Background: an optimization exercise with open tools, aiming at small area. Do not read the settings as production practice.
Function was checked by simulation only, so behaviour that the tests miss may differ from the original.
Power figures rest on the tool's default switching activity, not on a simulated workload.

## flow/design.v

```verilog
module rbc #(
    parameter integer P_BUSY_GUARD     = 4,    
    parameter integer P_TSETTLE_MIN_MS = 10    
) (
    input  wire        clk,
    input  wire        rst_n,
    input  wire        ms_tick,
    input  wire        host_sel,
    input  wire        host_we,
    input  wire [8:0]  host_addr,
    input  wire [31:0] host_wdata,
    output reg  [31:0] host_rdata,
    output wire        host_berr,
    output wire        nss_o,
    output wire        sck_o,
    output wire        sck_oe,
    output wire        mosi_o,
    output wire        mosi_oe,
    input  wire        miso_i,
    input  wire        busy_i,
    input  wire        dio1_i,
    output wire        nrst_oe,
    output wire        irq_radio_o,
    output wire        irq_ctl_o,
    output wire        crit_o
);
    localparam [3:0] PH_IDLE    = 4'd0,
                     PH_XPRE    = 4'd1,
                     PH_XSEL    = 4'd2,
                     PH_XSHIFT  = 4'd3,
                     PH_XGUARD  = 4'd4,
                     PH_XPOST   = 4'd5,
                     PH_RLOW    = 4'd6,
                     PH_RREL    = 4'd7,
                     PH_RSETTLE = 4'd8,
                     PH_FATAL   = 4'd15;
    localparam [1:0] RS_UNINIT   = 2'd0,
                     RS_MIDRESET = 2'd1,
                     RS_AWAKE    = 2'd2,
                     RS_ASLEEP   = 2'd3;
    localparam [2:0] ERR_NONE     = 3'd0,
                     ERR_OP       = 3'd1,
                     ERR_INFLIGHT = 3'd2,
                     ERR_STATE    = 3'd3,
                     ERR_SIZE     = 3'd4,
                     ERR_HIZ      = 3'd5,
                     ERR_FATAL    = 3'd6,
                     ERR_LOCK     = 3'd7;
    localparam [5:0] R_CMD      = 6'd0,
                     R_ADDR     = 6'd1,
                     R_STATUS   = 6'd2,
                     R_IRQEN    = 6'd3,
                     R_PINCTL   = 6'd4,
                     R_TRST_LOW = 6'd5,
                     R_TRST_REL = 6'd6,
                     R_TSETTLE  = 6'd7,
                     R_BUSY_TMO = 6'd8,
                     R_SCKDIV   = 6'd9,
                     R_WAKECFG  = 6'd10,
                     R_RXSTAT   = 6'd11;
    localparam [7:0]  GC_LAST     = P_BUSY_GUARD - 1;
    localparam [15:0] TSETTLE_MIN = P_TSETTLE_MIN_MS;
    reg        busy_s1, busy_s2;
    reg        dio_s1, dio_s2, dio_s3;
    reg [3:0]  ph;
    reg [8:0]  bi;
    reg [2:0]  bit_idx;
    reg [7:0]  hc;              
    reg [7:0]  sr;              
    reg [15:0] dc;
    reg        nss_q, sck_q, mosi_q, nrst_q;
    reg [1:0]  cl_op;
    reg [7:0]  cl_opc;
    reg [2:0]  cl_flags;        
    reg [8:0]  cl_size;
    reg [15:0] addr;
    reg        done, err, irqpend;
    reg [2:0]  errcode;
    reg [1:0]  fatalcause;
    reg [1:0]  rstate;
    reg [3:0]  irqen;           
    reg        hiz;
    reg [15:0] trst_low, trst_rel, tsettle, busy_tmo;
    reg [7:0]  sckdiv;
    reg [7:0]  wake_opc;
    reg [8:0]  wake_size;
    reg [7:0]  rxstat;
    reg [2047:0] dbuf;
    wire busyeng = (ph != PH_IDLE);
    wire fatal   = (ph == PH_FATAL);
    wire crit    = busyeng && !fatal;
    wire in_reset_seq = (ph == PH_RLOW) || (ph == PH_RREL) || (ph == PH_RSETTLE);
    assign crit_o      = crit;
    assign nss_o       = nss_q;
    assign sck_o       = sck_q;
    assign mosi_o      = mosi_q;
    assign nrst_oe     = nrst_q;
    assign sck_oe      = ~hiz;
    assign mosi_oe     = ~hiz;
    assign irq_radio_o = irqpend & irqen[0] & ~crit;
    assign irq_ctl_o   = (done & irqen[1]) | (err & irqen[2]) | (fatal & irqen[3]);
    wire       k_wake    = (cl_op == 2'd3);
    wire       k_xfer    = (cl_op == 2'd1);
    wire [7:0] d_opc     = k_wake ? wake_opc  : cl_opc;
    wire       d_dir     = k_wake | cl_flags[0];
    wire       d_hasaddr = ~k_wake & cl_flags[1];
    wire       d_sleep   = k_xfer & cl_flags[2];
    wire [8:0] d_size    = k_wake ? wake_size : cl_size;
    wire       h_misaligned = (host_addr[1:0] != 2'b00);
    wire       h_reserved   = ~host_addr[8] & (host_addr[7:2] >= 6'd12);
    wire       h_ok         = rst_n & host_sel & ~h_misaligned & ~h_reserved;
    wire       h_wr         = h_ok & host_we;
    wire       h_is_dbuf    = host_addr[8];
    wire [5:0] h_word       = host_addr[7:2];
    assign host_berr = rst_n & host_sel & (h_misaligned | h_reserved);
    wire wr_reg    = h_wr & ~h_is_dbuf;
    wire wr_cmd    = wr_reg & (h_word == R_CMD);
    wire wr_status = wr_reg & (h_word == R_STATUS);
    wire wr_irqen  = wr_reg & (h_word == R_IRQEN);
    wire wr_dbuf   = h_wr & h_is_dbuf;
    wire wr_lockable = wr_dbuf |
                       (wr_reg & ((h_word == R_ADDR)     || (h_word == R_PINCTL)   ||
                                  (h_word == R_TRST_LOW) || (h_word == R_TRST_REL) ||
                                  (h_word == R_TSETTLE)  || (h_word == R_BUSY_TMO) ||
                                  (h_word == R_SCKDIV)   || (h_word == R_WAKECFG)));
    wire lock_refuse = wr_lockable & busyeng;
    wire cfg_write   = wr_lockable & ~busyeng;
    wire [3:0] c_op    = host_wdata[3:0];
    wire [8:0] c_size  = host_wdata[28:20];
    wire       c_resv  = (host_wdata[7:4] != 4'd0) || host_wdata[19] ||
                         (host_wdata[31:29] != 3'd0);
    wire       c_illegal = c_resv || !((c_op == 4'h1) || (c_op == 4'h2) || (c_op == 4'h3));
    reg [2:0] c_code;
    always @* begin
        if (fatal)
            c_code = ERR_FATAL;
        else if (busyeng)
            c_code = ERR_INFLIGHT;
        else if (c_illegal)
            c_code = ERR_OP;
        else if (((c_op == 4'h1) || (c_op == 4'h3)) && hiz)
            c_code = ERR_HIZ;
        else if ((c_op == 4'h1) && (rstate != RS_AWAKE))
            c_code = ERR_STATE;
        else if ((c_op == 4'h3) && (rstate != RS_ASLEEP))
            c_code = ERR_STATE;
        else if ((c_op == 4'h1) && (c_size > 9'd256))
            c_code = ERR_SIZE;
        else
            c_code = ERR_NONE;
    end
    wire       cmd_refuse  = wr_cmd & (c_code != ERR_NONE);
    wire       cmd_accept  = wr_cmd & (c_code == ERR_NONE);
    wire       refuse      = cmd_refuse | lock_refuse;
    wire [2:0] refuse_code = cmd_refuse ? c_code : ERR_LOCK;
    wire [8:0] hdr_len   = d_hasaddr ? 9'd3 : 9'd1;           
    wire [8:0] bi_next   = bi + 9'd1;
    wire       last_byte = (bi_next == hdr_len + d_size);
    wire [7:0] e_k = bi[7:0] - hdr_len[7:0] + {7'd0, ~d_dir};
    wire half_end      = (ph == PH_XSHIFT) && (hc == sckdiv);
    wire bit_sampled   = half_end && sck_q;
    wire byte_received = bit_sampled && (bit_idx == 3'd0);
    wire rx_to_dbuf    = byte_received && d_dir && (bi >= hdr_len);
    wire rx_to_rxstat  = byte_received && (bi == 9'd0);
    wire [7:0] rx_byte = {sr[6:0], miso_i};
    wire [5:0] m_word = busyeng ? e_k[7:2] : h_word;
    reg [63:0] m_sel;
    integer w;
    always @* begin
        for (w = 0; w < 64; w = w + 1)
            m_sel[w] = (m_word == w);
    end
    reg [31:0] m_rd;
    always @* begin
        m_rd = 32'h0;
        for (w = 0; w < 64; w = w + 1)
            m_rd = m_rd | ({32{m_sel[w]}} & dbuf[32*w +: 32]);
    end
    wire [3:0] lane_we = busyeng ? ({4{rst_n & rx_to_dbuf}} & (4'b0001 << e_k[1:0]))
                                 : {4{wr_dbuf}};
    wire [7:0] lane_d0 = busyeng ? rx_byte : host_wdata[7:0];
    wire [7:0] lane_d1 = busyeng ? rx_byte : host_wdata[15:8];
    wire [7:0] lane_d2 = busyeng ? rx_byte : host_wdata[23:16];
    wire [7:0] lane_d3 = busyeng ? rx_byte : host_wdata[31:24];
    genvar gw;
    generate
        for (gw = 0; gw < 64; gw = gw + 1) begin : g_dbuf
            always @(posedge clk) begin
                if (m_sel[gw] && lane_we[0]) dbuf[32*gw +  0 +: 8] <= lane_d0;
                if (m_sel[gw] && lane_we[1]) dbuf[32*gw +  8 +: 8] <= lane_d1;
                if (m_sel[gw] && lane_we[2]) dbuf[32*gw + 16 +: 8] <= lane_d2;
                if (m_sel[gw] && lane_we[3]) dbuf[32*gw + 24 +: 8] <= lane_d3;
            end
        end
    endgenerate
    reg [7:0] m_byte;
    always @* begin
        case (e_k[1:0])
            2'd0: m_byte = m_rd[7:0];
            2'd1: m_byte = m_rd[15:8];
            2'd2: m_byte = m_rd[23:16];
            default: m_byte = m_rd[31:24];
        endcase
    end
    reg [7:0] fb_next;
    always @* begin
        if (d_hasaddr && (bi == 9'd0))
            fb_next = addr[15:8];
        else if (d_hasaddr && (bi == 9'd1))
            fb_next = addr[7:0];
        else if (!d_dir)
            fb_next = m_byte;
        else
            fb_next = 8'h00;
    end
    wire [15:0] dc_inc     = dc + 16'd1;
    wire        bw_timeout = (busy_tmo != 16'd0) && (dc == busy_tmo);
    always @(posedge clk) begin
        if (!rst_n) begin
            busy_s1    <= 1'b0;
            busy_s2    <= 1'b0;
            dio_s1     <= 1'b0;
            dio_s2     <= 1'b0;
            dio_s3     <= 1'b0;
            ph         <= PH_IDLE;
            bi         <= 9'd0;
            bit_idx    <= 3'd0;
            hc         <= 8'd0;
            sr         <= 8'h00;
            dc         <= 16'd0;
            nss_q      <= 1'b1;
            sck_q      <= 1'b0;
            mosi_q     <= 1'b0;
            nrst_q     <= 1'b0;
            cl_op      <= 2'd0;
            cl_opc     <= 8'h00;
            cl_flags   <= 3'd0;
            cl_size    <= 9'd0;
            addr       <= 16'h0;
            done       <= 1'b0;
            err        <= 1'b0;
            errcode    <= ERR_NONE;
            fatalcause <= 2'd0;
            irqpend    <= 1'b0;
            rstate     <= RS_UNINIT;
            irqen      <= 4'h0;
            hiz        <= 1'b0;
            trst_low   <= 16'd20;
            trst_rel   <= 16'd20;
            tsettle    <= TSETTLE_MIN;
            busy_tmo   <= 16'd0;
            sckdiv     <= 8'd3;
            wake_opc   <= 8'hC0;
            wake_size  <= 9'd1;
            rxstat     <= 8'h00;
        end else begin
            busy_s1 <= busy_i;
            busy_s2 <= busy_s1;
            dio_s1  <= dio1_i;
            dio_s2  <= dio_s1;
            dio_s3  <= dio_s2;
            if (cfg_write && !h_is_dbuf) begin
                case (h_word)
                    R_ADDR:     addr     <= host_wdata[15:0];
                    R_PINCTL:   hiz      <= host_wdata[0];
                    R_TRST_LOW: trst_low <= (host_wdata[15:0] < 16'd20) ? 16'd20 : host_wdata[15:0];
                    R_TRST_REL: trst_rel <= (host_wdata[15:0] < 16'd20) ? 16'd20 : host_wdata[15:0];
                    R_TSETTLE:  tsettle  <= (host_wdata[15:0] < TSETTLE_MIN) ? TSETTLE_MIN : host_wdata[15:0];
                    R_BUSY_TMO: busy_tmo <= host_wdata[15:0];
                    R_SCKDIV:   sckdiv   <= host_wdata[7:0];
                    R_WAKECFG: begin
                        wake_opc  <= host_wdata[7:0];
                        wake_size <= (host_wdata[24:16] > 9'd256) ? 9'd256 : host_wdata[24:16];
                    end
                    default: ;
                endcase
            end
            if (wr_irqen)
                irqen <= host_wdata[3:0];
            if (wr_status) begin
                if (host_wdata[1]) done <= 1'b0;
                if (host_wdata[2]) begin
                    err     <= 1'b0;
                    errcode <= ERR_NONE;
                end
                if (host_wdata[4]) irqpend <= 1'b0;
            end
            if (refuse) begin
                if (!err) errcode <= refuse_code;
                err <= 1'b1;
            end
            if (cmd_accept) begin
                cl_op    <= host_wdata[1:0];
                cl_opc   <= host_wdata[15:8];
                cl_flags <= host_wdata[18:16];
                cl_size  <= host_wdata[28:20];
                done    <= 1'b0;
                case (c_op)
                    4'h1: begin  
                        dc <= 16'd0;
                        ph <= PH_XPRE;
                    end
                    4'h3: begin  
                        nss_q   <= 1'b0;
                        sck_q   <= 1'b0;
                        mosi_q  <= wake_opc[7];
                        sr      <= wake_opc;
                        hc      <= 8'd0;
                        bi      <= 9'd0;
                        bit_idx <= 3'd7;
                        ph      <= PH_XSEL;
                    end
                    default: begin  
                        rstate  <= RS_MIDRESET;
                        irqpend <= 1'b0;
                        nrst_q  <= 1'b1;
                        dc      <= 16'd0;
                        ph      <= PH_RLOW;
                    end
                endcase
            end
            case (ph)
                PH_XPRE: begin
                    if (!busy_s2) begin
                        nss_q   <= 1'b0;
                        sck_q   <= 1'b0;
                        mosi_q  <= d_opc[7];
                        sr      <= d_opc;
                        hc      <= 8'd0;
                        bi      <= 9'd0;
                        bit_idx <= 3'd7;
                        ph      <= PH_XSEL;
                    end else if (ms_tick) begin
                        if (bw_timeout) begin
                            ph         <= PH_FATAL;
                            fatalcause <= 2'd1;
                        end else begin
                            dc <= dc_inc;
                        end
                    end
                end
                PH_XSEL: begin
                    if (hc == sckdiv) begin
                        hc    <= 8'd0;
                        sck_q <= 1'b1;
                        ph    <= PH_XSHIFT;
                    end else begin
                        hc <= hc + 8'd1;
                    end
                end
                PH_XSHIFT: begin
                    if (hc != sckdiv) begin
                        hc <= hc + 8'd1;
                    end else begin
                        hc <= 8'd0;
                        if (sck_q) begin
                            sr    <= rx_byte;
                            sck_q <= 1'b0;
                            if (bit_idx != 3'd0)
                                mosi_q <= sr[6];
                            else begin
                                if (rx_to_rxstat)
                                    rxstat <= rx_byte;
                                if (!last_byte)
                                    mosi_q <= fb_next[7];
                                else
                                    mosi_q <= 1'b0;
                            end
                        end else begin
                            if (bit_idx != 3'd0) begin
                                bit_idx <= bit_idx - 3'd1;
                                sck_q   <= 1'b1;
                            end else if (!last_byte) begin
                                bi      <= bi_next;
                                bit_idx <= 3'd7;
                                sr      <= fb_next;
                                sck_q   <= 1'b1;
                            end else begin
                                nss_q <= 1'b1;
                                ph    <= PH_XGUARD;
                            end
                        end
                    end
                end
                PH_XGUARD: begin
                    if (hc[1:0] == GC_LAST[1:0]) begin
                        if (d_sleep) begin
                            ph     <= PH_IDLE;
                            done   <= 1'b1;
                            rstate <= RS_ASLEEP;
                        end else begin
                            dc <= 16'd0;
                            ph <= PH_XPOST;
                        end
                    end else begin
                        hc <= hc + 8'd1;
                    end
                end
                PH_XPOST: begin
                    if (!busy_s2) begin
                        ph   <= PH_IDLE;
                        done <= 1'b1;
                        if (k_wake)
                            rstate <= RS_AWAKE;
                    end else if (ms_tick) begin
                        if (bw_timeout) begin
                            ph         <= PH_FATAL;
                            fatalcause <= k_wake ? 2'd3 : 2'd2;
                        end else begin
                            dc <= dc_inc;
                        end
                    end
                end
                PH_RLOW: begin
                    if (ms_tick) begin
                        if (dc == trst_low) begin
                            nrst_q <= 1'b0;
                            dc     <= 16'd0;
                            ph     <= PH_RREL;
                        end else begin
                            dc <= dc_inc;
                        end
                    end
                end
                PH_RREL: begin
                    if (ms_tick) begin
                        if (dc == trst_rel) begin
                            dc <= 16'd0;
                            ph <= PH_RSETTLE;
                        end else begin
                            dc <= dc_inc;
                        end
                    end
                end
                PH_RSETTLE: begin
                    if (ms_tick) begin
                        if (dc == tsettle) begin
                            ph     <= PH_IDLE;
                            done   <= 1'b1;
                            rstate <= RS_AWAKE;
                        end else begin
                            dc <= dc_inc;
                        end
                    end
                end
                default: ;  
            endcase
            if (dio_s2 && !dio_s3 && irqen[0] && !in_reset_seq)
                irqpend <= 1'b1;
        end
    end
    wire [31:0] status_word = {12'h000, ph, 1'b0, errcode, fatalcause, rstate,
                               crit, dio_s2, busy_s2, irqpend, fatal, err, done, busyeng};
    always @* begin
        if (h_is_dbuf) begin
            host_rdata = m_rd;
        end else begin
            case (h_word[3:0])
                4'd0:  host_rdata = {3'h0, cl_size, 1'b0, cl_flags, cl_opc, 6'h00, cl_op};
                4'd1:  host_rdata = {16'h0000, addr};
                4'd2:  host_rdata = status_word;
                4'd3:  host_rdata = {28'h0, irqen};
                4'd4:  host_rdata = {31'h0, hiz};
                4'd5:  host_rdata = {16'h0000, trst_low};
                4'd6:  host_rdata = {16'h0000, trst_rel};
                4'd7:  host_rdata = {16'h0000, tsettle};
                4'd8:  host_rdata = {16'h0000, busy_tmo};
                4'd9:  host_rdata = {24'h0, sckdiv};
                4'd10: host_rdata = {7'h00, wake_size, 8'h00, wake_opc};
                4'd11: host_rdata = {24'h0, rxstat};
                default: host_rdata = 32'h0;
            endcase
        end
    end
endmodule
```

## flow/run.sh

```bash
#!/bin/bash
# synth_recipe.tcl (not shown) runs the flow's synth.tcl, then flattens the netlist and writes it again
# the make line also repeats each setting of config.mk as NAME=value (left out here)
make -C /OpenROAD-flow-scripts/flow DESIGN_CONFIG=/design/flow/config.mk WORK_HOME=/design/flow/orfs CLKGATE_MAP_FILE= SYNTH_SCRIPT=/design/flow/synth_recipe.tcl finish
```

## flow/config.mk

```make
export PLATFORM = sky130hd
export DESIGN_NAME = rbc
export DESIGN_NICKNAME = rbc
export VERILOG_FILES = /design/flow/design.v
export SDC_FILE = /design/flow/constraint.sdc
export NUM_CORES = 4
export LEC_CHECK = 0
export CAP_MARGIN = 35
export CORE_MARGIN = 2
export CORE_UTILIZATION = 40
export SLEW_MARGIN = 35
```

## flow/constraint.sdc

```tcl
create_clock -name core_clock -period 10.0 [get_ports {clk}]
set_input_delay 2.0000 -clock core_clock [delete_from_list [all_inputs] [get_ports {clk}]]
set_output_delay 2.0000 -clock core_clock [all_outputs]
set_load 0.01 [all_outputs]
```

==> key figures <==
STA
  – Max frequency: 0.0999 GHz
  – Final worst-path cycle share: 100%
  – Final Critical Period: 10,010 ps
  – Slew margin rel.: 23.9%
  – Worst-Margin Slew: 1140 ps
  – Setup WS post-layout: -5.23 ps
  – Slew Limit Fails: 0
  – Final Hold Viols: 0
  – RSZ-0062 raised after global routing: false
  – Setup violators final: 1
  – Setup Skew: 81.1 ps

Yosys
  – Post-synth EDFFs: 2,048
  – Xor-xnor portion of the synthesized cell area: 0.923%
  – Asr flop ratio synth: 0%
  – Synth Cell Area: 92,200 um^2
  – Mux contribution to synthesized area: 1.03%
  – Post-synthesis simple-gate area fraction: 10.2%
  – Seq/Total Area, Yosys: 71.2%
  – Area fraction in compound gates after synthesis: 13.8%
  – Synth top area share: 66.7%
  – Synth Instances: 6,599
  – Synth area leader: edfxtp_1
  – Post-Syn Nets: 6,678
  – Area contributors post-synth: edfxtp_1 (67%), dfxtp_1 (4.5%), a22oi_1 (2.9%)
  – Synth Area in Adders: 0.423%
  – Post-synth cell types: 102
  – Syn_area_per_cell: 14.0 um^2
  – Yosys warns: 1
  – FF+latch count, synth: 2,254
  – Largest family of logic cells by synthesized area: compound AO/OA/AOI/OAI gates
  – Most used DFF post-synth: edfxtp_1

Floorplan
  – Core area: 229,000 um^2
  – Die Ht: 484 um
  – Die footprint: 234,000 um^2
  – # rows: 176
  – Starting density of the core: 40.2%
  – Die Wd: 484 um
  – # IOs: 91

Route
  – Vias: 70,700
  – DRT Wirelength: 422,000 um
  – Vias per Instance: 6.98
  – Pre-antenna DRT Iters: 8
  – Drt drc: 0
  – DRT antenna net count: 0
  – Initial drt markers: 15,300
  – Drt wl/cell: 41.7 um

Critical path
  – Critical-path top delay cell: or4_1
  – Crit path kind: flip-flop to output pin
  – Critical path arrival: 8010 ps
  – Critical-path maximum fanout: 15
  – Crit end category: output pin
  – CP max stage delay: 750 ps
  – CP Cell Sequence: nand2_1, nand2_1, ha_1, ha_1, and3b_1, or4_1, a32o_4, o21ai_2, nor2_4, buf_4, a2111oi_0, a41oi_1, a2111oi_4, nand4_1, mux2_2, clkdlybuf4s50_1
  – Crit start category: flip-flop
  – CP required: 8000 ps

Global routing
  – Antenna violations before repair: 30
  – Vias in the first global route: 65,000
  – GRT Util Overall: 34.9%
  – Largest net degree at the start of global routing: 113
  – Global-route wire length before repair: 564,000 um
  – GRT overflow: 0

Final layout
  – Final Cell Area: 108,000 um^2
  – NumNets Final: 6,961
  – Fraction of layout cells with a size suffix above 1: 16.4%
  – Layout overhead on the synthesized area: 16.8%
  – Most frequent cells in the layout: edfxtp_1 (2,048), nand2_1 (604), buf_4 (400)
  – Commonest non-fill, non-tap cell in the layout: edfxtp_1

Clock network
  – CTS tree: yes
  – TritonCTS Sinks: 2,254
  – CTS Buf Count: 221
  – # hold bufs at CTS: 0
  – CTS max path bufs: 3
  – H-tree levels: 4
  – Clock-pin slew on the worst setup and hold paths: 60 ps
  – Worst-Skew Late Latency: 940 ps
  – CTS Root Cell: clkbuf_16

Status
  – Violated Checks: setup timing
  – Status: finished with violations

Placed design
  – Port bufs: 90
  – Placer Congestion: 1.03
  – Pre-CTS setup slack: 687 ps
  – Detailed Place HPWL: 278,000 um
  – Cell Area, Placed: 99,800 um^2

Run
  – Max_cap viols: 0

Power
  – VDD IR max: 0.207 mV
  – Total leakage power: 34.2 nW
  – Power per Cell Area: 201 nW/um^2

Hold path
  – Hold crit path type: flip-flop to flip-flop
critical path, delay by kind of cell (launching register included):
| kind | cells | cell delay (ps) |
|---|---|---|
| and+or+nand+nor | 6 | 1820 |
| DFF | 1 | 610 |
| AOI/OAI and AO/OA | 5 | 2790 |
| buffers and inverters | 2 | 760 |
| muxes | 1 | 460 |
| adders and majority gates | 2 | 620 |
what timing repair did:
item	in CTS	in global routing
endpoints found under the setup margin	0	9
gates resized for setup	0	11
setup buffers	0	3
state kept, by name (all words and copies together) (netlist names), 3 cells and up:
register	cells
cl_opc	8
sckdiv	8
dbuf	2048
trst_rel	16
wake_opc	8
cl_size	9
bi	9
addr	16
sr	7
bit_idx	3
dc	16
hc	8
cl_flags	3
ph	4
trst_low	16
irqen	4
busy_tmo	16
rxstat	8
errcode	3
tsettle	16
wake_size	9
per-stage QoR:
step           util [%]  hold WS (ps)  instances  TNS (ps)  total power, mW
5_1_grt            46.9           461      10100         0             21.9
2_1_floorplan         -           412       6599         0             11.5
6_report           46.9           442      10100     -5.23             21.7
4_1_cts            46.8           447      10100         0             21.4
3_3_place_gp       43.2           427       9664         0             12.8
3_5_place_dp       43.5           424       9676         0             12.9
layer usage:
metal,track usage (%),share of wire [%],up-vias
met5,1.00,0.098,-
met4,21.3,7.5,33
met3,13.7,16,1487
met2,50.0,42,6854
met1,44.3,35,35500
li1,-,-,26900
synth_stat cells, drive strengths merged (15+ instances only):
cell type,instances
a31oi,85
a22o,71
buf,194
dfxtp,206
a32o,65
or3,15
edfxtp,2048
nor2b,39
nor3,60
nand2,640
a222oi,121
nand2b,24
o21a,18
a21boi,134
o31ai,15
nor2,423
nand4,87
clkbuf,289
o211ai,38
o22ai,32
a221oi,82
and3,225
a2111oi,56
a21oi,160
and2,39
mux2i,54
xnor2,63
a211oi,22
mux2,36
xor2,29
nand3,247
ha,28
a32oi,62
inv,41
a221o,27
a41oi,23
o21ai,159
a22oi,362
nor4,83
area by class of cell:
type / count / area, um^2
tap: 3026 / 3790
inverter: 42 / 159
clock buffer: 260 / 5720
sequential: 2254 / 65600
timing repair buffer: 543 / 4910
antenna: 23 / 57.6
clock inverter: 154 / 1830
fill: 19900 / 122000
multi-input combinational: 3820 / 25500
path summary, 6_finish.rpt:
kind | start | slack, ps | cells past startpoint | endpoint
hold / removal | dio_s1 | 440 | 1 | dio_s2
hold reg to reg | dio_s1 | 440 | 1 | dio_s2
setup / recovery | cl_op[0] | -5 | 16 | host_rdata[2]
setup reg to reg | cl_op[0] | 2970 | 17 | sr[5]
where the power goes:
group | switching (mW) | internal [mW] | total (mW)
clock | 3.87 | 4.92 | 8.80
combinational | 1.91 | 0.548 | 2.45
sequential | 0.00558 | 10.4 | 10.4
logic make-up (layout without fill, tap and decap cells):
kind of cell / Yosys count / in the layout
adder cells (fa/ha/maj): 30 / 30
AND/OR/NAND/NOR: 1951 / 1951
AO/OA/AOI/OAI: 1655 / 1655
other: 0 / 23
buffers and inverters: 525 / 999
flip-flops: 2254 / 2254
XOR/XNOR: 94 / 94
multiplexers: 90 / 90

## port drivers added, routing unchanged
No port has a modelled driver above. Below, the same layout with a new extraction and two added sets of constraints.
Step 1, drivers: a clkbuf_16 drives clk and a buf_2 each remaining input, both assumed.
Step 2 times the ports against the registers' clock, not the clock port: input delays grow and output delays shrink by t, the midpoint of the rising clock arrivals with the driver on.
Three values: ideal ports, drivers, drivers and shift; two values: the first two.
t (ns): 0.994
setup slack, ns: -0.005 / -0.102 / 0.519
hold slack, ns: 0.442 / 0.442 / 0.442
latest minus earliest clock arrival (ns): 0.085 / 0.085
For this run, drivers alone change the setup slack by -0.097 ns; drivers and shift together by +0.524 ns.
